Source: an optimization exercise on an open RTL-to-GDS flow (aim: small area, a short achievable clock period and few clock cycles). Production flows keep margins and buffers that such runs may drop.
At most, simulation tests tie the RTL to the original design; equivalence was not proved.
No activity file was given, so power comes from the tool's default toggle rates.

==> inputs of run a <==
==> flow/design.v <==
module franklin_rx (
    input  wire       clk,
    input  wire       rst,           
    input  wire       in_valid,
    input  wire       in_timeout,
    input  wire [7:0] in_byte,
    output wire       in_ready,
    output reg        tx_valid,
    output wire [7:0] tx_byte,
    output reg        ind_valid,
    input  wire       ind_ready,
    output reg        ind_dispatch,
    output reg  [7:0] ind_data,
    output reg        ind_last,
    input  wire [1:0] verdict
);
    localparam QD = 8;               
    localparam QW = 3;
    function [4:0] contrib;
        input [1:0] j;
        input [7:0] d;
        begin
            case (j)
                2'd0: contrib = {^(d & 8'h4B), ^(d & 8'h95), ^(d & 8'h26), ^(d & 8'h38), ^(d & 8'hC0)};
                2'd1: contrib = {^(d & 8'hDC), ^(d & 8'h6C), ^(d & 8'hB5), ^(d & 8'h3A), ^(d & 8'hC3)};
                default: contrib = {^(d & 8'hE2), ^(d & 8'hD5), ^(d & 8'hB9), ^(d & 8'h7E), ^(d & 8'hFF)};
            endcase
        end
    endfunction
    function [4:0] tagpar;
        input [2:0] tag;
        begin
            tagpar = {{4{tag[0] ^ tag[1]}}, tag[0]};
        end
    endfunction
    function [3:0] code_hi;
        input [2:0] idx;
        begin
            case (idx)
                3'd0: code_hi = 4'h8;
                3'd1: code_hi = 4'hE;
                3'd2: code_hi = 4'hD;
                3'd3: code_hi = 4'hB;
                3'd4: code_hi = 4'hF;
                3'd5: code_hi = 4'h9;
                default: code_hi = 4'hA;
            endcase
        end
    endfunction
    reg       rdy;
    reg       tk_v;
    reg       tk_to;
    reg [7:0] tk_b;
    reg       tk_known;      
    reg       tk_start;      
    assign in_ready = rdy;
    wire in_known = in_byte[7:4] == code_hi(in_byte[2:0]) && !in_byte[3] &&
                    in_byte[2:0] != 3'd7;
    wire in_start = !in_byte[7] && in_byte[6:0] != 7'd0 && in_byte[6:0] != 7'd1 &&
                    in_byte[6:0] != 7'd2 && in_byte[6:0] != 7'd4;
    always @(posedge clk) begin
        tk_v     <= in_valid & rdy & ~rst;
        tk_to    <= in_timeout;
        tk_b     <= in_byte;
        tk_known <= in_known;
        tk_start <= in_start;
    end
    reg [7:0] mem [0:127];
    reg [4:0] syn [0:42];
    reg       coll;          
    reg       dph;           
    reg       first;         
    reg [6:0] flen;          
    reg [6:0] dleft;         
    reg [1:0] gj;            
    reg [4:0] acc;           
    reg [5:0] gw;            
    reg [5:0] tr, tr1;       
    reg [5:0] kc;            
    reg [4:0] synh;          
    reg       bad;
    reg       ffb;           
    reg       ff_in;
    reg [6:0] wp, fs, rq;    
    reg       wv;            
    reg [6:0] wa;
    reg [7:0] wd;
    reg [3:0] ra;            
    reg [15:0] rb;           
    reg [7:0] pf [0:1];      
    reg       pfh, pft;
    reg [1:0] pfn;
    reg [7:0]    q [0:QD-1];
    reg [QW-1:0] qh, qt;
    reg [QD-1:0] qn;         
    reg          hv;         
    reg [7:0]    hd;
    reg       ad;            
    reg [6:0] bleft;         
    reg       pv;            
    reg [1:0] txi;           
    reg       txx;
    assign tx_byte = {1'b1, txx, txi[0], txi[1], 2'b00, txi[1], txi[0]};
    wire       bt      = tk_v && coll && !tk_to;         
    wire       cchk    = bt && !dph;                     
    wire [4:0] cb      = contrib(gj, tk_b);
    wire [4:0] nsyn    = acc ^ cb;
    wire       wsyn    = bt && gj == 2'd2;
    wire       chk_ok  = tk_b == {synh, tr[2:0]};
    wire       lastchk = (kc == 6'd1);
    wire       fail    = bad || !chk_ok;
    wire       keep    = !fail && ffb == ff_in;           
    wire [5:0] sidx    = cchk ? tr1 : tr;
    reg       push;
    reg [7:0] pdat;
    always @(*) begin
        push = 1'b0;
        pdat = 8'h09;
        if (tk_v) begin
            if (!coll) begin
                if (!tk_to && tk_known) begin
                    push = 1'b1;
                    pdat = {5'd0, tk_b[2:0]};
                end else if (!tk_to && !tk_start) begin
                    push = 1'b1;
                end
            end else if (tk_to) begin
                push = 1'b1;
            end else if (!dph && lastchk) begin
                push = 1'b1;
                if (keep)
                    pdat = {1'b1, flen};
                else
                    pdat = {7'h04, fail};
            end
        end
    end
    always @(posedge clk) begin
        wv <= !rst && bt && dph;
        wa <= wp;
        wd <= first ? {1'b0, tk_b[6:0]} : tk_b;
        if (wv)
            mem[wa] <= wd;
        if (wsyn)
            syn[gw] <= nsyn;
        if (wsyn && gw == sidx)
            synh <= nsyn ^ tagpar(sidx[2:0]);
        else
            synh <= syn[sidx] ^ tagpar(sidx[2:0]);
    end
    always @(posedge clk) begin
        if (rst) begin
            coll  <= 1'b0;
            ff_in <= 1'b0;
            wp    <= 7'd0;
            fs    <= 7'd0;
        end else if (tk_v) begin
            if (!coll) begin
                if (!tk_to && tk_start) begin
                    coll  <= 1'b1;
                    dph   <= 1'b1;
                    first <= 1'b1;
                    flen  <= tk_b[6:0] - 7'd2;
                    dleft <= tk_b[6:0] - 7'd1;
                    gj    <= 2'd1;
                    acc   <= contrib(2'd0, tk_b);
                    gw    <= 6'd0;
                    tr    <= 6'd0;
                    tr1   <= 6'd1;
                    kc    <= 6'd1;
                    bad   <= 1'b0;
                end
            end else if (tk_to) begin
                coll <= 1'b0;
                wp   <= fs;
            end else begin
                gj  <= (gj == 2'd2) ? 2'd0 : gj + 2'd1;
                acc <= (gj == 2'd2) ? 5'd0 : nsyn;
                if (gj == 2'd2)
                    gw <= gw + 6'd1;
                if (dph) begin
                    wp    <= wp + 7'd1;
                    first <= 1'b0;
                    if (first)
                        ffb <= tk_b[7];
                    dleft <= dleft - 7'd1;
                    if (dleft == 7'd1)
                        dph <= 1'b0;
                    if (gj == 2'd0)
                        kc <= kc + 6'd1;
                end else begin
                    tr  <= tr1;
                    tr1 <= tr1 + 6'd1;
                    kc  <= kc - 6'd1;
                    if (!chk_ok)
                        bad <= 1'b1;
                    if (lastchk) begin
                        coll <= 1'b0;
                        if (keep) begin
                            ff_in <= ~ff_in;
                            fs    <= wp;
                        end else begin
                            wp <= fs;
                        end
                    end
                end
            end
        end
    end
    wire ofree = !ind_valid || ind_ready;
    wire vfire = ind_valid && ind_ready && ind_dispatch && ind_last;
    reg hcons;               
    reg ldd;                 
    reg ldc;                 
    reg txe;                 
    always @(*) begin
        hcons = 1'b0;
        ldd   = 1'b0;
        ldc   = 1'b0;
        txe   = 1'b0;
        if (ad) begin
            ldd = ofree && pfn != 2'd0;
        end else if (hv) begin
            if (hd[7]) begin
                ldd = ofree && pfn != 2'd0; hcons = ldd;
            end else if (hd[3]) begin
                txe = !pv; hcons = !pv;
            end else begin
                ldc = ofree; hcons = ofree;
            end
        end
    end
    wire hload = (!hv || hcons) && qn[0];
    always @(posedge clk) begin
        if (push)
            q[qt] <= pdat;
        if (hload)
            hd <= q[qh];
    end
    wire [6:0] used   = wp - rq;
    wire       rgo    = pfn != 2'd2 && rq != fs;
    reg  [7:0] mcol [0:7];
    reg  [7:0] mrd [0:1];
    integer mi, mj;
    always @(*) begin
        for (mi = 0; mi < 8; mi = mi + 1) begin
            mcol[mi] = 8'd0;
            for (mj = 0; mj < 16; mj = mj + 1)
                mcol[mi] = mcol[mi] | ({8{rb[mj]}} & mem[8 * mj + mi]);
        end
        mrd[0] = 8'd0;
        mrd[1] = 8'd0;
        for (mi = 0; mi < 4; mi = mi + 1) begin
            mrd[0] = mrd[0] | ({8{ra[mi]}} & mcol[2 * mi]);
            mrd[1] = mrd[1] | ({8{ra[mi]}} & mcol[2 * mi + 1]);
        end
    end
    always @(posedge clk) begin
        if (rgo && !pft)
            pf[0] <= mrd[0];
        if (rgo && pft)
            pf[1] <= mrd[1];
    end
    wire       tkpush = tk_v && (coll ? (tk_to || (!dph && lastchk)) : (!tk_to && !tk_start));
    always @(posedge clk) begin
        if (rst) begin
            qh        <= {QW{1'b0}};
            qt        <= {QW{1'b0}};
            qn        <= {QD{1'b0}};
            hv        <= 1'b0;
            ad        <= 1'b0;
            pv        <= 1'b0;
            rq        <= 7'd0;
            ra        <= 4'd1;
            rb        <= 16'd1;
            pfh       <= 1'b0;
            pft       <= 1'b0;
            pfn       <= 2'd0;
            ind_valid <= 1'b0;
            tx_valid  <= 1'b0;
            rdy       <= 1'b1;
        end else begin
            if (push)
                qt <= qt + 1'b1;
            if (hload)
                qh <= qh + 1'b1;
            if (push && !hload)
                qn <= {qn[QD-2:0], 1'b1};
            else if (!push && hload)
                qn <= {1'b0, qn[QD-1:1]};
            if (hload)
                hv <= 1'b1;
            else if (hcons)
                hv <= 1'b0;
            rdy <= !(tkpush ? qn[QD-3] : qn[QD-2]) &&
                   !((rq != fs) && (used >= 7'd125));
            if (rgo) begin
                rq  <= rq + 7'd1;
                if (rq[0])
                    ra <= {ra[2:0], ra[3]};
                if (rq[0] && ra[3])
                    rb <= {rb[14:0], rb[15]};
                pft <= ~pft;
            end
            if (ldd)
                pfh <= ~pfh;
            pfn <= pfn + {1'b0, rgo} - {1'b0, ldd};
            tx_valid <= vfire || txe;
            if (vfire)
                pv <= 1'b0;
            if (ofree)
                ind_valid <= 1'b0;
            if (ldd) begin
                ind_valid    <= 1'b1;
                if (ad) begin
                    bleft    <= bleft - 7'd1;
                    if (bleft == 7'd1) begin
                        ad <= 1'b0;
                        pv <= 1'b1;
                    end
                end else begin
                    bleft    <= hd[6:0];
                    ad       <= 1'b1;
                end
            end
            if (ldc)
                ind_valid    <= 1'b1;
        end
    end
    wire [7:0] o_data = ldd ? pf[pfh] : {code_hi(hd[2:0]), 1'b0, hd[2:0]};
    wire       o_last = ldd ? (ad && bleft == 7'd1) : 1'b1;
    wire       o_ld   = ldd || ldc;
    always @(posedge clk) begin
        if (rst) begin
            ind_data     <= 8'd0;
            ind_last     <= 1'b0;
            ind_dispatch <= 1'b0;
        end else if (o_ld) begin
            ind_data     <= o_data;
            ind_last     <= o_last;
            ind_dispatch <= ldd;
        end
        txi <= vfire ? {verdict[0] ^ verdict[1], verdict[1]} : {1'b0, hd[0]};
        txx <= vfire ? verdict[0] : hd[0];
    end
endmodule
==> flow/flow/run.sh <==
#!/bin/bash
# The standard layout (the standard.sh: standard synthesis, floorplan,
# placement, CTS, routing), with the setup repair steps aiming for more slack
# than the clock period needs, so that they shorten the critical paths.
set -euo pipefail
export SETUP_SLACK_MARGIN=7.0
bash standard.sh > standard.log 2>&1
==> flow/standard.sh <==
#!/bin/bash
# synth_recipe.tcl (not shown) runs the flow's synth.tcl, then flattens the netlist and writes it again
# the make line also repeats each setting of config.mk as NAME=value (left out here)
make -C /OpenROAD-flow-scripts/flow DESIGN_CONFIG=/design/flow/config.mk WORK_HOME=/design/flow/orfs CLKGATE_MAP_FILE= SYNTH_SCRIPT=/design/flow/synth_recipe.tcl "${@:-finish}"
==> flow/config.mk <==
export PLATFORM = sky130hd
export DESIGN_NAME = franklin_rx
export DESIGN_NICKNAME = franklin_rx
export VERILOG_FILES = /design/flow/design.v
export SDC_FILE = /design/flow/constraint.sdc
export NUM_CORES = 4
export LEC_CHECK = 0
export CAP_MARGIN = 0
export CORE_MARGIN = 2
export CORE_UTILIZATION = 50
export CTS_CLUSTER_DIAMETER = 100
export CTS_CLUSTER_SIZE = 20
export PLACE_DENSITY = 0.65
export SLEW_MARGIN = 0
==> flow/constraint.sdc <==
create_clock -name core_clock -period 10.0 [get_ports {clk}]
set_input_delay 2.0000 -clock core_clock [delete_from_list [all_inputs] [get_ports {clk}]]
set_output_delay 2.0000 -clock core_clock [all_outputs]
set_load 0.01 [all_outputs]
==> run b: changes against run a <==
==> flow/design.v, changed modules only <==
module franklin_rx (
    input  wire       clk,
    input  wire       rst,           
    input  wire       in_valid,
    input  wire       in_timeout,
    input  wire [7:0] in_byte,
    output wire       in_ready,
    output reg        tx_valid,
    output wire [7:0] tx_byte,
    output reg        ind_valid,
    input  wire       ind_ready,
    output reg        ind_dispatch,
    output reg  [7:0] ind_data,
    output reg        ind_last,
    input  wire [1:0] verdict
);
    localparam QD = 8;               
    localparam QW = 3;
    function [4:0] contrib;
        input [1:0] j;
        input [7:0] d;
        begin
            case (j)
                2'd0: contrib = {^(d & 8'h4B), ^(d & 8'h95), ^(d & 8'h26), ^(d & 8'h38), ^(d & 8'hC0)};
                2'd1: contrib = {^(d & 8'hDC), ^(d & 8'h6C), ^(d & 8'hB5), ^(d & 8'h3A), ^(d & 8'hC3)};
                default: contrib = {^(d & 8'hE2), ^(d & 8'hD5), ^(d & 8'hB9), ^(d & 8'h7E), ^(d & 8'hFF)};
            endcase
        end
    endfunction
    function [4:0] tagpar;
        input [2:0] tag;
        begin
            tagpar = {{4{tag[0] ^ tag[1]}}, tag[0]};
        end
    endfunction
    function [3:0] code_hi;
        input [2:0] idx;
        begin
            case (idx)
                3'd0: code_hi = 4'h8;
                3'd1: code_hi = 4'hE;
                3'd2: code_hi = 4'hD;
                3'd3: code_hi = 4'hB;
                3'd4: code_hi = 4'hF;
                3'd5: code_hi = 4'h9;
                default: code_hi = 4'hA;
            endcase
        end
    endfunction
    reg       rdy;
    reg       tk_v;
    reg       tk_to;
    reg [7:0] tk_b;
    reg       tk_known;      
    reg       tk_start;      
    assign in_ready = rdy;
    wire in_known = in_byte[7:4] == code_hi(in_byte[2:0]) && !in_byte[3] &&
                    in_byte[2:0] != 3'd7;
    wire in_start = !in_byte[7] && in_byte[6:0] != 7'd0 && in_byte[6:0] != 7'd1 &&
                    in_byte[6:0] != 7'd2 && in_byte[6:0] != 7'd4;
    always @(posedge clk) begin
        tk_v     <= in_valid & rdy & ~rst;
        tk_to    <= in_timeout;
        tk_b     <= in_byte;
        tk_known <= in_known;
        tk_start <= in_start;
    end
    reg [7:0] mem [0:127];
    reg [4:0] syn [0:42];
    reg       coll;          
    reg       dph;           
    reg       first;         
    reg [6:0] flen;          
    reg [6:0] dleft;         
    reg [1:0] gj;            
    reg [4:0] acc;           
    reg [5:0] gw;            
    reg [5:0] tr, tr1;       
    reg [5:0] kc;            
    reg [4:0] synh;          
    reg       bad;
    reg       ffb;           
    reg       ff_in;
    reg [6:0] wp, fs, rq;    
    reg [7:0] pf [0:1];      
    reg       pfh, pft;
    reg [1:0] pfn;
    reg [7:0]    q [0:QD-1];
    reg [QW-1:0] qh, qt;
    reg [QW:0]   qn;
    reg          hv;         
    reg [7:0]    hd;
    reg       ad;            
    reg [6:0] bleft;         
    reg       pv;            
    reg [1:0] txi;           
    reg       txx;
    assign tx_byte = {1'b1, txx, txi[0], txi[1], 2'b00, txi[1], txi[0]};
    wire       bt      = tk_v && coll && !tk_to;         
    wire       cchk    = bt && !dph;                     
    wire [4:0] cb      = contrib(gj, tk_b);
    wire [4:0] nsyn    = acc ^ cb;
    wire       wsyn    = bt && gj == 2'd2;
    wire       chk_ok  = tk_b == {synh, tr[2:0]};
    wire       lastchk = (kc == 6'd1);
    wire       fail    = bad || !chk_ok;
    wire       keep    = !fail && ffb == ff_in;           
    wire [5:0] sidx    = cchk ? tr1 : tr;
    reg       push;
    reg [7:0] pdat;
    always @(*) begin
        push = 1'b0;
        pdat = 8'h09;
        if (tk_v) begin
            if (!coll) begin
                if (!tk_to && tk_known) begin
                    push = 1'b1;
                    pdat = {5'd0, tk_b[2:0]};
                end else if (!tk_to && !tk_start) begin
                    push = 1'b1;
                end
            end else if (tk_to) begin
                push = 1'b1;
            end else if (!dph && lastchk) begin
                push = 1'b1;
                if (keep)
                    pdat = {1'b1, flen};
                else
                    pdat = {7'h04, fail};
            end
        end
    end
    always @(posedge clk) begin
        if (bt && dph)
            mem[wp] <= first ? {1'b0, tk_b[6:0]} : tk_b;
        if (wsyn)
            syn[gw] <= nsyn;
        if (wsyn && gw == sidx)
            synh <= nsyn ^ tagpar(sidx[2:0]);
        else
            synh <= syn[sidx] ^ tagpar(sidx[2:0]);
    end
    always @(posedge clk) begin
        if (rst) begin
            coll  <= 1'b0;
            ff_in <= 1'b0;
            wp    <= 7'd0;
            fs    <= 7'd0;
        end else if (tk_v) begin
            if (!coll) begin
                if (!tk_to && tk_start) begin
                    coll  <= 1'b1;
                    dph   <= 1'b1;
                    first <= 1'b1;
                    flen  <= tk_b[6:0] - 7'd2;
                    dleft <= tk_b[6:0] - 7'd1;
                    gj    <= 2'd1;
                    acc   <= contrib(2'd0, tk_b);
                    gw    <= 6'd0;
                    tr    <= 6'd0;
                    tr1   <= 6'd1;
                    kc    <= 6'd1;
                    bad   <= 1'b0;
                end
            end else if (tk_to) begin
                coll <= 1'b0;
                wp   <= fs;
            end else begin
                gj  <= (gj == 2'd2) ? 2'd0 : gj + 2'd1;
                acc <= (gj == 2'd2) ? 5'd0 : nsyn;
                if (gj == 2'd2)
                    gw <= gw + 6'd1;
                if (dph) begin
                    wp    <= wp + 7'd1;
                    first <= 1'b0;
                    if (first)
                        ffb <= tk_b[7];
                    dleft <= dleft - 7'd1;
                    if (dleft == 7'd1)
                        dph <= 1'b0;
                    if (gj == 2'd0)
                        kc <= kc + 6'd1;
                end else begin
                    tr  <= tr1;
                    tr1 <= tr1 + 6'd1;
                    kc  <= kc - 6'd1;
                    if (!chk_ok)
                        bad <= 1'b1;
                    if (lastchk) begin
                        coll <= 1'b0;
                        if (keep) begin
                            ff_in <= ~ff_in;
                            fs    <= wp;
                        end else begin
                            wp <= fs;
                        end
                    end
                end
            end
        end
    end
    wire ofree = !ind_valid || ind_ready;
    wire vfire = ind_valid && ind_ready && ind_dispatch && ind_last;
    reg hcons;               
    reg ldd;                 
    reg ldc;                 
    reg txe;                 
    always @(*) begin
        hcons = 1'b0;
        ldd   = 1'b0;
        ldc   = 1'b0;
        txe   = 1'b0;
        if (ad) begin
            ldd = ofree && pfn != 2'd0;
        end else if (hv) begin
            if (hd[7]) begin
                ldd = ofree && pfn != 2'd0; hcons = ldd;
            end else if (hd[3]) begin
                txe = !pv; hcons = !pv;
            end else begin
                ldc = ofree; hcons = ofree;
            end
        end
    end
    wire hload = (!hv || hcons) && (qn != 0);
    always @(posedge clk) begin
        if (push)
            q[qt] <= pdat;
        if (hload)
            hd <= q[qh];
    end
    wire [6:0] used   = wp - rq;
    wire       rgo    = pfn != 2'd2 && rq != fs;
    reg  [7:0] mrd;
    integer mi;
    always @(*) begin
        mrd = 8'd0;
        for (mi = 0; mi < 128; mi = mi + 1)
            mrd = mrd | ({8{rq == mi}} & mem[mi]);
    end
    always @(posedge clk) begin
        if (rgo)
            pf[pft] <= mrd;
    end
    wire       tkpush = tk_v && (coll ? (tk_to || (!dph && lastchk)) : (!tk_to && !tk_start));
    always @(posedge clk) begin
        if (rst) begin
            qh        <= {QW{1'b0}};
            qt        <= {QW{1'b0}};
            qn        <= {(QW+1){1'b0}};
            hv        <= 1'b0;
            ad        <= 1'b0;
            pv        <= 1'b0;
            rq        <= 7'd0;
            pfh       <= 1'b0;
            pft       <= 1'b0;
            pfn       <= 2'd0;
            ind_valid <= 1'b0;
            tx_valid  <= 1'b0;
            rdy       <= 1'b1;
        end else begin
            if (push)
                qt <= qt + 1'b1;
            if (hload)
                qh <= qh + 1'b1;
            qn <= qn + {{QW{1'b0}}, push} - {{QW{1'b0}}, hload};
            if (hload)
                hv <= 1'b1;
            else if (hcons)
                hv <= 1'b0;
            rdy <= ({1'b0, qn} + {{QW{1'b0}}, tkpush} <= QD - 2) &&
                   !((rq != fs) && (used >= 7'd125));
            if (rgo) begin
                rq  <= rq + 7'd1;
                pft <= ~pft;
            end
            if (ldd)
                pfh <= ~pfh;
            pfn <= pfn + {1'b0, rgo} - {1'b0, ldd};
            tx_valid <= 1'b0;
            if (vfire) begin
                tx_valid <= 1'b1;
                txi      <= {verdict[0] ^ verdict[1], verdict[1]};
                txx      <= verdict[0];
                pv       <= 1'b0;
            end else if (txe) begin
                tx_valid <= 1'b1;
                txi      <= {1'b0, hd[0]};
                txx      <= hd[0];
            end
            if (ofree)
                ind_valid <= 1'b0;
            if (ldd) begin
                ind_valid    <= 1'b1;
                ind_dispatch <= 1'b1;
                ind_data     <= pf[pfh];
                if (ad) begin
                    ind_last <= (bleft == 7'd1);
                    bleft    <= bleft - 7'd1;
                    if (bleft == 7'd1) begin
                        ad <= 1'b0;
                        pv <= 1'b1;
                    end
                end else begin
                    ind_last <= 1'b0;
                    bleft    <= hd[6:0];
                    ad       <= 1'b1;
                end
            end
            if (ldc) begin
                ind_valid    <= 1'b1;
                ind_dispatch <= 1'b0;
                ind_last     <= 1'b1;
                ind_data     <= {code_hi(hd[2:0]), 1'b0, hd[2:0]};
            end
        end
    end
endmodule
--- a/flow/flow/run.sh
+++ b/flow/flow/run.sh
@@ -4,4 +4,4 @@
 # than the clock period needs, so that they shorten the critical paths.
 set -euo pipefail
-export SETUP_SLACK_MARGIN=7.0
+export SETUP_SLACK_MARGIN=6.8
 bash standard.sh > standard.log 2>&1
- CAP_MARGIN: 0 -> 20
- CORE_UTILIZATION: 50 -> 60
- CTS_CLUSTER_DIAMETER: 100 -> not set
- CTS_CLUSTER_SIZE: 20 -> not set
- PLACE_DENSITY: 0.65 -> 0.7
- SLEW_MARGIN: 0 -> 20
==> run c: changes against run a <==
--- a/flow/design.v
+++ b/flow/design.v
@@ -83,9 +83,4 @@
     reg       ff_in;
     reg [6:0] wp, fs, rq;    
-    reg       wv;            
-    reg [6:0] wa;
-    reg [7:0] wd;
-    reg [3:0] ra;            
-    reg [15:0] rb;           
     reg [7:0] pf [0:1];      
     reg       pfh, pft;
@@ -93,5 +88,5 @@
     reg [7:0]    q [0:QD-1];
     reg [QW-1:0] qh, qt;
-    reg [QD-1:0] qn;         
+    reg [QW:0]   qn;
     reg          hv;         
     reg [7:0]    hd;
@@ -137,9 +132,6 @@
     end
     always @(posedge clk) begin
-        wv <= !rst && bt && dph;
-        wa <= wp;
-        wd <= first ? {1'b0, tk_b[6:0]} : tk_b;
-        if (wv)
-            mem[wa] <= wd;
+        if (bt && dph)
+            mem[wp] <= first ? {1'b0, tk_b[6:0]} : tk_b;
         if (wsyn)
             syn[gw] <= nsyn;
@@ -231,5 +223,5 @@
         end
     end
-    wire hload = (!hv || hcons) && qn[0];
+    wire hload = (!hv || hcons) && (qn != 0);
     always @(posedge clk) begin
         if (push)
@@ -240,25 +232,14 @@
     wire [6:0] used   = wp - rq;
     wire       rgo    = pfn != 2'd2 && rq != fs;
-    reg  [7:0] mcol [0:7];
-    reg  [7:0] mrd [0:1];
-    integer mi, mj;
+    reg  [7:0] mrd;
+    integer mi;
     always @(*) begin
-        for (mi = 0; mi < 8; mi = mi + 1) begin
-            mcol[mi] = 8'd0;
-            for (mj = 0; mj < 16; mj = mj + 1)
-                mcol[mi] = mcol[mi] | ({8{rb[mj]}} & mem[8 * mj + mi]);
-        end
-        mrd[0] = 8'd0;
-        mrd[1] = 8'd0;
-        for (mi = 0; mi < 4; mi = mi + 1) begin
-            mrd[0] = mrd[0] | ({8{ra[mi]}} & mcol[2 * mi]);
-            mrd[1] = mrd[1] | ({8{ra[mi]}} & mcol[2 * mi + 1]);
-        end
+        mrd = 8'd0;
+        for (mi = 0; mi < 128; mi = mi + 1)
+            mrd = mrd | ({8{rq == mi}} & mem[mi]);
     end
     always @(posedge clk) begin
-        if (rgo && !pft)
-            pf[0] <= mrd[0];
-        if (rgo && pft)
-            pf[1] <= mrd[1];
+        if (rgo)
+            pf[pft] <= mrd;
     end
     wire       tkpush = tk_v && (coll ? (tk_to || (!dph && lastchk)) : (!tk_to && !tk_start));
@@ -267,11 +248,9 @@
             qh        <= {QW{1'b0}};
             qt        <= {QW{1'b0}};
-            qn        <= {QD{1'b0}};
+            qn        <= {(QW+1){1'b0}};
             hv        <= 1'b0;
             ad        <= 1'b0;
             pv        <= 1'b0;
             rq        <= 7'd0;
-            ra        <= 4'd1;
-            rb        <= 16'd1;
             pfh       <= 1'b0;
             pft       <= 1'b0;
@@ -285,20 +264,13 @@
             if (hload)
                 qh <= qh + 1'b1;
-            if (push && !hload)
-                qn <= {qn[QD-2:0], 1'b1};
-            else if (!push && hload)
-                qn <= {1'b0, qn[QD-1:1]};
+            qn <= qn + {{QW{1'b0}}, push} - {{QW{1'b0}}, hload};
             if (hload)
                 hv <= 1'b1;
             else if (hcons)
                 hv <= 1'b0;
-            rdy <= !(tkpush ? qn[QD-3] : qn[QD-2]) &&
+            rdy <= ({1'b0, qn} + {{QW{1'b0}}, tkpush} <= QD - 2) &&
                    !((rq != fs) && (used >= 7'd125));
             if (rgo) begin
                 rq  <= rq + 7'd1;
-                if (rq[0])
-                    ra <= {ra[2:0], ra[3]};
-                if (rq[0] && ra[3])
-                    rb <= {rb[14:0], rb[15]};
                 pft <= ~pft;
             end
--- a/flow/flow/run.sh
+++ b/flow/flow/run.sh
@@ -4,4 +4,4 @@
 # than the clock period needs, so that they shorten the critical paths.
 set -euo pipefail
-export SETUP_SLACK_MARGIN=7.0
+export SETUP_SLACK_MARGIN=6.8
 bash standard.sh > standard.log 2>&1
- CAP_MARGIN: 0 -> 20
- SLEW_MARGIN: 0 -> 20
==> comparison table <==
item	run b	run c	run a
Result of the run	no timing/DRC/antenna violations	no timing/DRC/antenna violations	no timing/DRC/antenna violations
Syn Inst Count	3506	3470	3578
Critical path origin	rq[1]	rq[4]	ind_dispatch
Fraction of power consumed by the clock network	41.1%	31.0%	32.5%
1st-iter DRT viols	10200	8231	4919
Clock tree sinks	1457	1457	1496
Post-Syn Area	56400 µm²	56000 µm²	57100 µm²
Critical path fanouts, max	5	16	3
Layout Cells excl Fill	5291	5317	5102
Number of clock buffers inserted by TritonCTS	144	83	84
Layout clock buffers	179	105	113
Met3 Resource Use GR	30.0%	19.9%	4.11%
Detailed-route via count	41600	38800	33000
Well tap count	1254	1488	1500
Final period util	34.6%	34.3%	31.7%
DR top layer	met5	met5	met4
Worst reg-to-reg path cell count	9	10	3
Final Instance Area	67800 µm²	65200 µm²	62100 µm²
Final worst slack	6540 ps	6570 ps	6830 ps
Effective utilization at floorplan	60.5%	50.5%	50.6%
Vertical die dimension	311 µm	339 µm	342 µm
Total internal power	10.3 mW	8.78 mW	8.65 mW
Critical path's largest stage delay	890 ps	610 ps	370 ps
Overall Global Routing Usage	50.7%	40.4%	25.1%
Total Routed Length	248000 µm	235000 µm	149000 µm
Total inserted antenna cells	14	14	0
Testbench counts of run a, summed over its fixed seeds: cycles 80,353.
Testbench counts of run c, summed over its fixed seeds: cycles 80,353.
Function not checked in run b: the RTL went through the layout flow alone.

[re-timing with driven ports]
How much do the figures lean on ideal ports? The routed layouts below were timed once more, with nothing changed but the port constraints.
Step 1, drivers: a clkbuf_16 drives clk and a buf_2 each remaining input, both assumed.
Step 2 also shifts input and output timing later by t, the mid clock arrival at the registers, as if the neighbouring blocks saw the same clock.
Three values: no drivers, after step 1, after step 2; two values: the first two.
run | t, ns | slack for setup (ns) | worst hold slack (ns) | cell pins on the clock port's net
run a | 0.750 | 6.831 / 6.762 / 6.346 | 0.433 / 0.433 / 0.433 | 1
run b | 0.851 | 6.545 / 6.510 / 5.900 | 0.451 / 0.451 / 0.451 | 1
run c | 0.783 | 6.575 / 6.575 / 5.958 | 0.454 / 0.454 / 0.454 | 1
After both steps every run listed still meets setup and hold. The setup slack of run b, which loses most, moves by -0.035 ns with the drivers and by -0.645 ns with both steps.
